Context: an optimization exercise on an open-source flow, tuned for small area, a short achievable clock period and few clock cycles. The choices shown serve that exercise and are no tape-out recipe.
Only simulation tests tie the RTL to the original design; equivalence was not proved.
Power and IR drop assume default switching activity.

==> inputs of job 2328 <==
## huff_tree
module huff_tree #(
    parameter K  = 16,   
    parameter FW = 12,   
    parameter SW = 16    
) (
    input  wire           clk,
    input  wire           rst,
    input  wire           cmd_valid,
    output wire           cmd_ready,
    input  wire [4:0]     k_cnt,
    input  wire [K*FW-1:0] freqs,
    output wire           out_valid,
    input  wire           out_ready,
    output wire           out_end,
    output wire [4:0]     out_left,
    output wire [4:0]     out_right,
    output wire [SW-1:0]  out_freq
);
==> flow/config.mk <==
export PLATFORM = sky130hd
export DESIGN_NAME = huff_tree
export DESIGN_NICKNAME = huff_tree
export VERILOG_FILES = /design/flow/design.v
export SDC_FILE = /design/flow/constraint.sdc
export NUM_CORES = 4
export LEC_CHECK = 0
export CAP_MARGIN = 20
export CORE_MARGIN = 2
export CORE_UTILIZATION = 60
export SLEW_MARGIN = 20
==> flow/constraint.sdc <==
create_clock -name core_clock -period 10.0 [get_ports {clk}]
set_input_delay 2.0000 -clock core_clock [delete_from_list [all_inputs] [get_ports {clk}]]
set_output_delay 2.0000 -clock core_clock [all_outputs]
set_load 0.01 [all_outputs]
standard.sh (not shown) runs the stock make flow with config.mk's settings and CLKGATE_MAP_FILE= SYNTH_SCRIPT=/design/flow/synth_recipe.tcl, a recipe that flattens the netlist after the stock synthesis.
==> flow/flow/run.sh <==
#!/bin/bash
# The standard layout (the standard.sh, standard synthesis included), with
# timing repair aiming at a setup slack of 6.5 ns: the clock and its constraints
# are unchanged, repair just works towards a shorter achieved period.
set -euo pipefail
export SETUP_SLACK_MARGIN=6.5
bash standard.sh > standard.log 2>&1
==> inputs of job 3566, as changes to job 2328 <==
--- a/flow/design.v
+++ b/flow/design.v
@@ -64,17 +64,14 @@
     reg  [4:0]    pk;             
     reg  [4:0]    ih;             
     reg  [SW-1:0] iq [0:ID-1];
     reg  [3:0]    n;              
     reg           o_v, o_e;
     reg  [4:0]    o_l, o_r;
     reg  [SW-1:0] o_f;
-    reg           q_v, q_e;
-    reg  [4:0]    q_l, q_r;
-    reg  [SW-1:0] q_f;
     wire          room = !occ[4];
     assign cmd_ready = (idone || (ilast && room)) && !pend;
     wire          acc  = cmd_valid && cmd_ready;
     wire          ins  = !idone && room;
     wire          purge = !cmd_valid;
     wire [FW-1:0] nf = (pt == 4'd0) ? freqs[FW-1:0] : ft;
     reg  [K+1:0]  c;
@@ -91,16 +88,17 @@
     wire          vi0 = (n != 4'd0);
     wire          vi1 = (n[3:1] != 3'd0);
     wire [SW-1:0] l0 = {{(SW-FW){1'b0}}, ef[0]};
     wire [SW-1:0] l1 = {{(SW-FW){1'b0}}, ef[1]};
     wire [SW-1:0] i0 = iq[0];
     wire [SW-1:0] i1 = iq[1];
     wire          last  = (lrem == 5'd1 && n == 4'd0) || (lrem == 5'd0 && n == 4'd1);
-    wire          go_end   = act && !q_v && last;
-    wire          go_merge = act && !q_v && !last;
+    wire          oslot = !o_v || out_ready;
+    wire          go_end   = act && oslot && last;
+    wire          go_merge = act && oslot && !last;
     wire          ca = vl0 && (!vi0 || !lt_f(i0, l0));    
     wire          cb = vl1 && (!vi0 || !lt_f(i0, l1));    
     wire          cc = vl0 && (!vi1 || !lt_f(i1, l0));    
     wire          k_ll = ca && cb;
     wire          k_la = ca && !cb;
     wire          k_lb = !ca && cc;
     wire          k_ii = !ca && !cc;
@@ -114,15 +112,28 @@
     wire [4:0]    xi = (k_ll || k_la) ? {1'b0, ei[0]} : ih;
     wire [4:0]    yi = k_ll ? {1'b0, ei[1]} : k_la ? ih : k_lb ? {1'b0, ei[0]} : ih1;
     wire [3:0]    n_p1 = n + 4'd1;
     wire [3:0]    n_m1 = n - 4'd1;
     wire          p1 = (go_merge && k_l1) || (go_end && vl0);
     wire          p2 = go_merge && k_ll;
     wire [4:0]    lp = {3'd0, p2, p1};
-    wire [4:0]    occ_n = purge ? ibase - lp : occ - lp + (ins && cmd_valid);
+    wire [4:0]    occ_p1 = occ + 5'd1;
+    wire [4:0]    occ_m1 = occ - 5'd1;
+    wire [4:0]    occ_m2 = occ - 5'd2;
+    wire [4:0]    ib_m1  = ibase - 5'd1;
+    wire [4:0]    ib_m2  = ibase - 5'd2;
+    wire [4:0]    lr_m1  = lrem - 5'd1;
+    wire [4:0]    lr_m2  = lrem - 5'd2;
+    wire          insv   = ins && cmd_valid;
+    wire [4:0]    occ_0  = purge ? ibase : insv ? occ_p1 : occ;
+    wire [4:0]    occ_1  = purge ? ib_m1 : insv ? occ    : occ_m1;
+    wire [4:0]    occ_2  = purge ? ib_m2 : insv ? occ_m1 : occ_m2;
+    wire [4:0]    occ_n  = p2 ? occ_2 : p1 ? occ_1 : occ_0;
+    wire [4:0]    ib_n   = p2 ? ib_m2 : p1 ? ib_m1 : ibase;
+    wire [4:0]    lr_n   = p2 ? lr_m2 : p1 ? lr_m1 : lrem;
     reg  [ID-1:0] e0, e1, e2;
     always @(*)
         for (j = 0; j < ID; j = j + 1) begin
             e0[j] = (n == j);
             e1[j] = (n == j + 1);
             e2[j] = (n == j + 2);
         end
@@ -177,42 +188,36 @@
             ef[j] <= ent_n[j][FW-1:0];
             ei[j] <= ent_n[j][FW+3:FW];
         end
         if (ins)
             ft <= freqs[(pt + 4'd1)*FW +: FW];
         for (j = 0; j < ID; j = j + 1)
             iq[j] <= iq_n[j];
-        if (!o_v || out_ready) begin
-            o_e <= q_v ? q_e : r_e;
-            o_l <= q_v ? q_l : r_l;
-            o_r <= q_v ? q_r : r_r;
-            o_f <= q_v ? q_f : r_f;
-        end else if (!q_v) begin
-            q_e <= r_e;
-            q_l <= r_l;
-            q_r <= r_r;
-            q_f <= r_f;
+        if (go_merge || go_end) begin
+            o_e <= r_e;
+            o_l <= r_l;
+            o_r <= r_r;
+            o_f <= r_f;
         end
         if (acc)
             pk <= k_cnt;
         if (rst) begin
             occ   <= 5'd0;
             lrem  <= 5'd0;
             ibase <= 5'd0;
             pt    <= 4'd0;
             ilast <= 1'b0;
             idone <= 1'b0;
             act   <= 1'b0;
             pend  <= 1'b0;
             n     <= 4'd0;
             o_v   <= 1'b0;
-            q_v   <= 1'b0;
         end else begin
             occ   <= occ_n;
-            ibase <= (purge || acc) ? occ_n : ibase - lp;
+            ibase <= (purge || acc) ? occ_n : ib_n;
             if (acc) begin
                 pt    <= 4'd0;
                 ilast <= 1'b0;
                 idone <= 1'b0;
             end else if (!cmd_valid) begin
                 pt    <= 4'd0;
                 ilast <= 1'b0;
@@ -222,29 +227,27 @@
                 ilast <= ({1'b0, pt} + 5'd2 == k_cnt);
                 idone <= ({1'b0, pt} + 5'd1 == k_cnt);
             end
             if (go_merge)
                 n <= k_ll ? n_p1 : k_ii ? n_m1 : n;
             else if (go_end)
                 n <= 4'd0;
-            if (!o_v || out_ready) begin
-                o_v <= q_v || go_merge || go_end;
-                q_v <= 1'b0;
-            end else if (go_merge || go_end) begin
-                q_v <= 1'b1;
-            end
+            if (go_merge || go_end)
+                o_v <= 1'b1;
+            else if (out_ready)
+                o_v <= 1'b0;
             if (go_merge)
                 ih <= k_ll ? ih : k_ii ? ih2 : ih1;
             if (start) begin
                 act  <= 1'b1;
                 pend <= pend && acc;
                 ih   <= pend ? pk : k_cnt;
                 lrem <= pend ? pk : k_cnt;
             end else begin
-                lrem <= lrem - lp;
+                lrem <= lr_n;
                 if (go_end)
                     act <= 1'b0;
                 if (acc)
                     pend <= 1'b1;
             end
         end
     end
==> inputs of job 5719, as changes to job 2328 <==
--- a/flow/design.v
+++ b/flow/design.v
@@ -48,59 +48,58 @@
             end
             add_f = (a ^ b) ^ {g[SW-2:0], 1'b0};
         end
     endfunction
     localparam EW = FW + 4;       
     reg  [FW-1:0] ef [0:K-1];     
     reg  [3:0]    ei [0:K-1];     
-    reg  [4:0]    occ;            
+    reg  [K-1:0]  t_occ;          
     reg  [4:0]    lrem;           
-    reg  [4:0]    ibase;          
+    reg  [K-1:0]  t_ib;           
     reg  [3:0]    pt;             
+    reg           ptnz;           
     reg  [FW-1:0] ft;             
     reg           ilast;          
     reg           idone;          
     reg           act;            
     reg           pend;           
     reg  [4:0]    pk;             
     reg  [4:0]    ih;             
     reg  [SW-1:0] iq [0:ID-1];
     reg  [3:0]    n;              
     reg           o_v, o_e;
     reg  [4:0]    o_l, o_r;
     reg  [SW-1:0] o_f;
-    reg           q_v, q_e;
-    reg  [4:0]    q_l, q_r;
-    reg  [SW-1:0] q_f;
-    wire          room = !occ[4];
+    wire          room = t_occ[K-1];
     assign cmd_ready = (idone || (ilast && room)) && !pend;
     wire          acc  = cmd_valid && cmd_ready;
     wire          ins  = !idone && room;
     wire          purge = !cmd_valid;
-    wire [FW-1:0] nf = (pt == 4'd0) ? freqs[FW-1:0] : ft;
+    wire [FW-1:0] nf = ptnz ? ft : freqs[FW-1:0];
     reg  [K+1:0]  c;
     always @(*) begin
         for (j = 0; j < K; j = j + 1)
-            c[j] = ins && (j >= occ ||
-                           (j >= ibase && (pt != 4'd0) &&
+            c[j] = ins && (t_occ[j] ||
+                           (t_ib[j] && ptnz &&
                             lt_f({{(SW-FW){1'b0}}, ft}, {{(SW-FW){1'b0}}, ef[j]})));
         c[K]   = ins;
         c[K+1] = ins;
     end
     wire          vl0 = (lrem != 5'd0);
     wire          vl1 = (lrem[4:1] != 4'd0);
     wire          vi0 = (n != 4'd0);
     wire          vi1 = (n[3:1] != 3'd0);
     wire [SW-1:0] l0 = {{(SW-FW){1'b0}}, ef[0]};
     wire [SW-1:0] l1 = {{(SW-FW){1'b0}}, ef[1]};
     wire [SW-1:0] i0 = iq[0];
     wire [SW-1:0] i1 = iq[1];
     wire          last  = (lrem == 5'd1 && n == 4'd0) || (lrem == 5'd0 && n == 4'd1);
-    wire          go_end   = act && !q_v && last;
-    wire          go_merge = act && !q_v && !last;
+    wire          oslot = !o_v || out_ready;
+    wire          go_end   = act && oslot && last;
+    wire          go_merge = act && oslot && !last;
     wire          ca = vl0 && (!vi0 || !lt_f(i0, l0));    
     wire          cb = vl1 && (!vi0 || !lt_f(i0, l1));    
     wire          cc = vl0 && (!vi1 || !lt_f(i1, l0));    
     wire          k_ll = ca && cb;
     wire          k_la = ca && !cb;
     wire          k_lb = !ca && cc;
     wire          k_ii = !ca && !cc;
@@ -114,15 +113,30 @@
     wire [4:0]    xi = (k_ll || k_la) ? {1'b0, ei[0]} : ih;
     wire [4:0]    yi = k_ll ? {1'b0, ei[1]} : k_la ? ih : k_lb ? {1'b0, ei[0]} : ih1;
     wire [3:0]    n_p1 = n + 4'd1;
     wire [3:0]    n_m1 = n - 4'd1;
     wire          p1 = (go_merge && k_l1) || (go_end && vl0);
     wire          p2 = go_merge && k_ll;
     wire [4:0]    lp = {3'd0, p2, p1};
-    wire [4:0]    occ_n = purge ? ibase - lp : occ - lp + (ins && cmd_valid);
+    wire [K-1:0]  occ_p1 = {t_occ[K-2:0], 1'b0};
+    wire [K-1:0]  occ_m1 = {1'b1, t_occ[K-1:1]};
+    wire [K-1:0]  occ_m2 = {2'b11, t_occ[K-1:2]};
+    wire [K-1:0]  ibase  = t_ib;
+    wire [K-1:0]  ib_m1  = {1'b1, t_ib[K-1:1]};
+    wire [K-1:0]  ib_m2  = {2'b11, t_ib[K-1:2]};
+    wire [K-1:0]  occ    = t_occ;
+    wire [4:0]    lr_m1  = lrem - 5'd1;
+    wire [4:0]    lr_m2  = lrem - 5'd2;
+    wire          insv   = ins && cmd_valid;
+    wire [K-1:0]  occ_0  = purge ? ibase : insv ? occ_p1 : occ;
+    wire [K-1:0]  occ_1  = purge ? ib_m1 : insv ? occ    : occ_m1;
+    wire [K-1:0]  occ_2  = purge ? ib_m2 : insv ? occ_m1 : occ_m2;
+    wire [K-1:0]  occ_n  = p2 ? occ_2 : p1 ? occ_1 : occ_0;
+    wire [K-1:0]  ib_n   = p2 ? ib_m2 : p1 ? ib_m1 : ibase;
+    wire [4:0]    lr_n   = p2 ? lr_m2 : p1 ? lr_m1 : lrem;
     reg  [ID-1:0] e0, e1, e2;
     always @(*)
         for (j = 0; j < ID; j = j + 1) begin
             e0[j] = (n == j);
             e1[j] = (n == j + 1);
             e2[j] = (n == j + 2);
         end
@@ -177,74 +191,70 @@
             ef[j] <= ent_n[j][FW-1:0];
             ei[j] <= ent_n[j][FW+3:FW];
         end
         if (ins)
             ft <= freqs[(pt + 4'd1)*FW +: FW];
         for (j = 0; j < ID; j = j + 1)
             iq[j] <= iq_n[j];
-        if (!o_v || out_ready) begin
-            o_e <= q_v ? q_e : r_e;
-            o_l <= q_v ? q_l : r_l;
-            o_r <= q_v ? q_r : r_r;
-            o_f <= q_v ? q_f : r_f;
-        end else if (!q_v) begin
-            q_e <= r_e;
-            q_l <= r_l;
-            q_r <= r_r;
-            q_f <= r_f;
+        if (go_merge || go_end) begin
+            o_e <= r_e;
+            o_l <= r_l;
+            o_r <= r_r;
+            o_f <= r_f;
         end
         if (acc)
             pk <= k_cnt;
         if (rst) begin
-            occ   <= 5'd0;
+            t_occ <= {K{1'b1}};
             lrem  <= 5'd0;
-            ibase <= 5'd0;
+            t_ib  <= {K{1'b1}};
             pt    <= 4'd0;
+            ptnz  <= 1'b0;
             ilast <= 1'b0;
             idone <= 1'b0;
             act   <= 1'b0;
             pend  <= 1'b0;
             n     <= 4'd0;
             o_v   <= 1'b0;
-            q_v   <= 1'b0;
         end else begin
-            occ   <= occ_n;
-            ibase <= (purge || acc) ? occ_n : ibase - lp;
+            t_occ <= occ_n;
+            t_ib  <= (purge || acc) ? occ_n : ib_n;
             if (acc) begin
                 pt    <= 4'd0;
+                ptnz  <= 1'b0;
                 ilast <= 1'b0;
                 idone <= 1'b0;
             end else if (!cmd_valid) begin
                 pt    <= 4'd0;
+                ptnz  <= 1'b0;
                 ilast <= 1'b0;
                 idone <= 1'b0;
             end else if (ins) begin
                 pt    <= pt + 4'd1;
+                ptnz  <= 1'b1;
                 ilast <= ({1'b0, pt} + 5'd2 == k_cnt);
                 idone <= ({1'b0, pt} + 5'd1 == k_cnt);
             end
             if (go_merge)
                 n <= k_ll ? n_p1 : k_ii ? n_m1 : n;
             else if (go_end)
                 n <= 4'd0;
-            if (!o_v || out_ready) begin
-                o_v <= q_v || go_merge || go_end;
-                q_v <= 1'b0;
-            end else if (go_merge || go_end) begin
-                q_v <= 1'b1;
-            end
+            if (go_merge || go_end)
+                o_v <= 1'b1;
+            else if (out_ready)
+                o_v <= 1'b0;
             if (go_merge)
                 ih <= k_ll ? ih : k_ii ? ih2 : ih1;
             if (start) begin
                 act  <= 1'b1;
                 pend <= pend && acc;
                 ih   <= pend ? pk : k_cnt;
                 lrem <= pend ? pk : k_cnt;
             end else begin
-                lrem <= lrem - lp;
+                lrem <= lr_n;
                 if (go_end)
                     act <= 1'b0;
                 if (acc)
                     pend <= 1'b1;
             end
         end
     end
CORE_UTILIZATION = 40   (was 60)
==> results.txt <==
Job 5719 completed with no timing, DRC or antenna violations. Job 2328 finished clean. Job 3566 completed without violations. Against job 2328, the maximum frequency of job 3566 is lower by 20%. Utilization: job 5719 < job 2328 < job 3566. Wire length: job 5719 < job 2328 < job 3566. Between job 3566 and job 2328, the lower sequential power is in job 3566 (gap about 10%, measured against job 2328). The highest hold slack belongs to job 3566, the lowest to job 5719. Between job 2328 and job 3566, the lower cell area is in job 2328 (gap 4.1%, measured against job 3566). The highest via count belongs to job 3566, the lowest to job 5719. Of job 5719 and job 2328, job 5719 has the higher register-to-register slack (gap 70 ps). Non-clock buffer count, highest first: job 3566, job 5719, job 2328. Setup slack: job 5719 > job 2328 > job 3566. Of job 5719 and job 2328, job 2328 has the higher area after synthesis (gap about 0.8%, measured against job 2328).
==> figures <==
# diodes: job 2328 4; job 5719 2; job 3566 7
Global placer's final weighted congestion: job 2328 1.033; job 5719 0.9105; job 3566 0.9949
Cells on worst reg2reg path: job 2328 20; job 5719 12; job 3566 15
Setup slack on the worst flop-to-flop path: job 2328 6210 ps; job 5719 6280 ps; job 3566 5260 ps
Area after detailed placement: job 2328 34710 µm²; job 5719 34530 µm²; job 3566 33940 µm²
Fraction of final layout cells sized beyond drive strength 1: job 2328 0.1691; job 5719 0.2164; job 3566 0.2507
Endpoint of the worst register-to-register path: job 2328 ibase[4]; job 5719 ef[3][11]; job 3566 ei[1][0]
Met3 usage in global routing: job 2328 0.2288; job 5719 0.05571; job 3566 0.1226
Initial antenna violation count: job 2328 7; job 5719 3; job 3566 11
Multi-input gate share of the layout cell area: job 2328 0.5367; job 5719 0.5215; job 3566 0.5333
Final min period: job 2328 3792 ps; job 5719 3751 ps; job 3566 4738 ps
FF+latch count: job 2328 489; job 5719 484; job 3566 461
Wire length of the first global-routing pass: job 2328 204.9 mm; job 5719 198.7 mm; job 3566 199.7 mm
Non-clk buf share: job 2328 0.1152; job 5719 0.1436; job 3566 0.1524
Portion of total power attributed to sequential cells: job 2328 0.357; job 5719 0.374; job 3566 0.364
Total via count in the routed design: job 2328 35.40k; job 5719 33.37k; job 3566 37.33k
Critical path startpoint category: job 2328 flip-flop; job 5719 input pin; job 3566 flip-flop
Floorplan row count: job 2328 83; job 5719 102; job 3566 82
Post-cts resize count: job 2328 279; job 5719 333; job 3566 300
Setup clock skew after layout: job 2328 26.73 ps; job 5719 48.03 ps; job 3566 56.97 ps
Post CTS Setup Buffer Count: job 2328 83; job 5719 155; job 3566 91
Post-route cell area: job 2328 39590 µm²; job 5719 41650 µm²; job 3566 41290 µm²
Result of the run: job 2328 no timing/DRC/antenna violations; job 5719 no timing/DRC/antenna violations; job 3566 no timing/DRC/antenna violations
Testbench counts of job 2328, summed over its fixed seeds: cycles 3,279.
Testbench counts of job 3566, summed over its fixed seeds: cycles 3,279.
Testbench counts of job 5719, summed over its fixed seeds: cycles 3,279.

==> port drivers added, routing unchanged <==
In the flow no input, the clock included, has a driving cell. The finished layouts below were timed again as built, in two steps.
Step 1 (the two cells are an assumption about what drives the block):
set clk [get_ports {clk}]
set_driving_cell -lib_cell sky130_fd_sc_hd__clkbuf_16 $clk
set_driving_cell -lib_cell sky130_fd_sc_hd__buf_2 [delete_from_list [all_inputs] $clk]
Step 2 adds t to the input delays and takes it off the output delays; t is the mean of the earliest and latest rising clock arrival at the registers after step 1. Input paths then give back, and output paths get back, about the clock's delay inside the block.
a / b / c = ideal ports / drivers / drivers and shift; a / b = the first two.
run | t (ns) | slack for setup (ns) | clock arrival spread, ns | worst data-port slew with drivers (ns) | cell pins on the clock port's net
job 2328 | 0.691 | 6.208 / 6.208 / 5.973 | 0.027 / 0.028 | 0.11 | 1
job 3566 | 0.730 | 5.262 / 5.262 / 5.225 | 0.057 / 0.057 | 0.09 | 1
job 5719 | 0.710 | 6.249 / 6.279 / 5.574 | 0.049 / 0.048 | 0.20 | 1
After both steps setup and hold are still met in every run listed. The setup slack of job 5719, which loses most, moves by +0.030 ns with the drivers and by -0.675 ns with both steps.
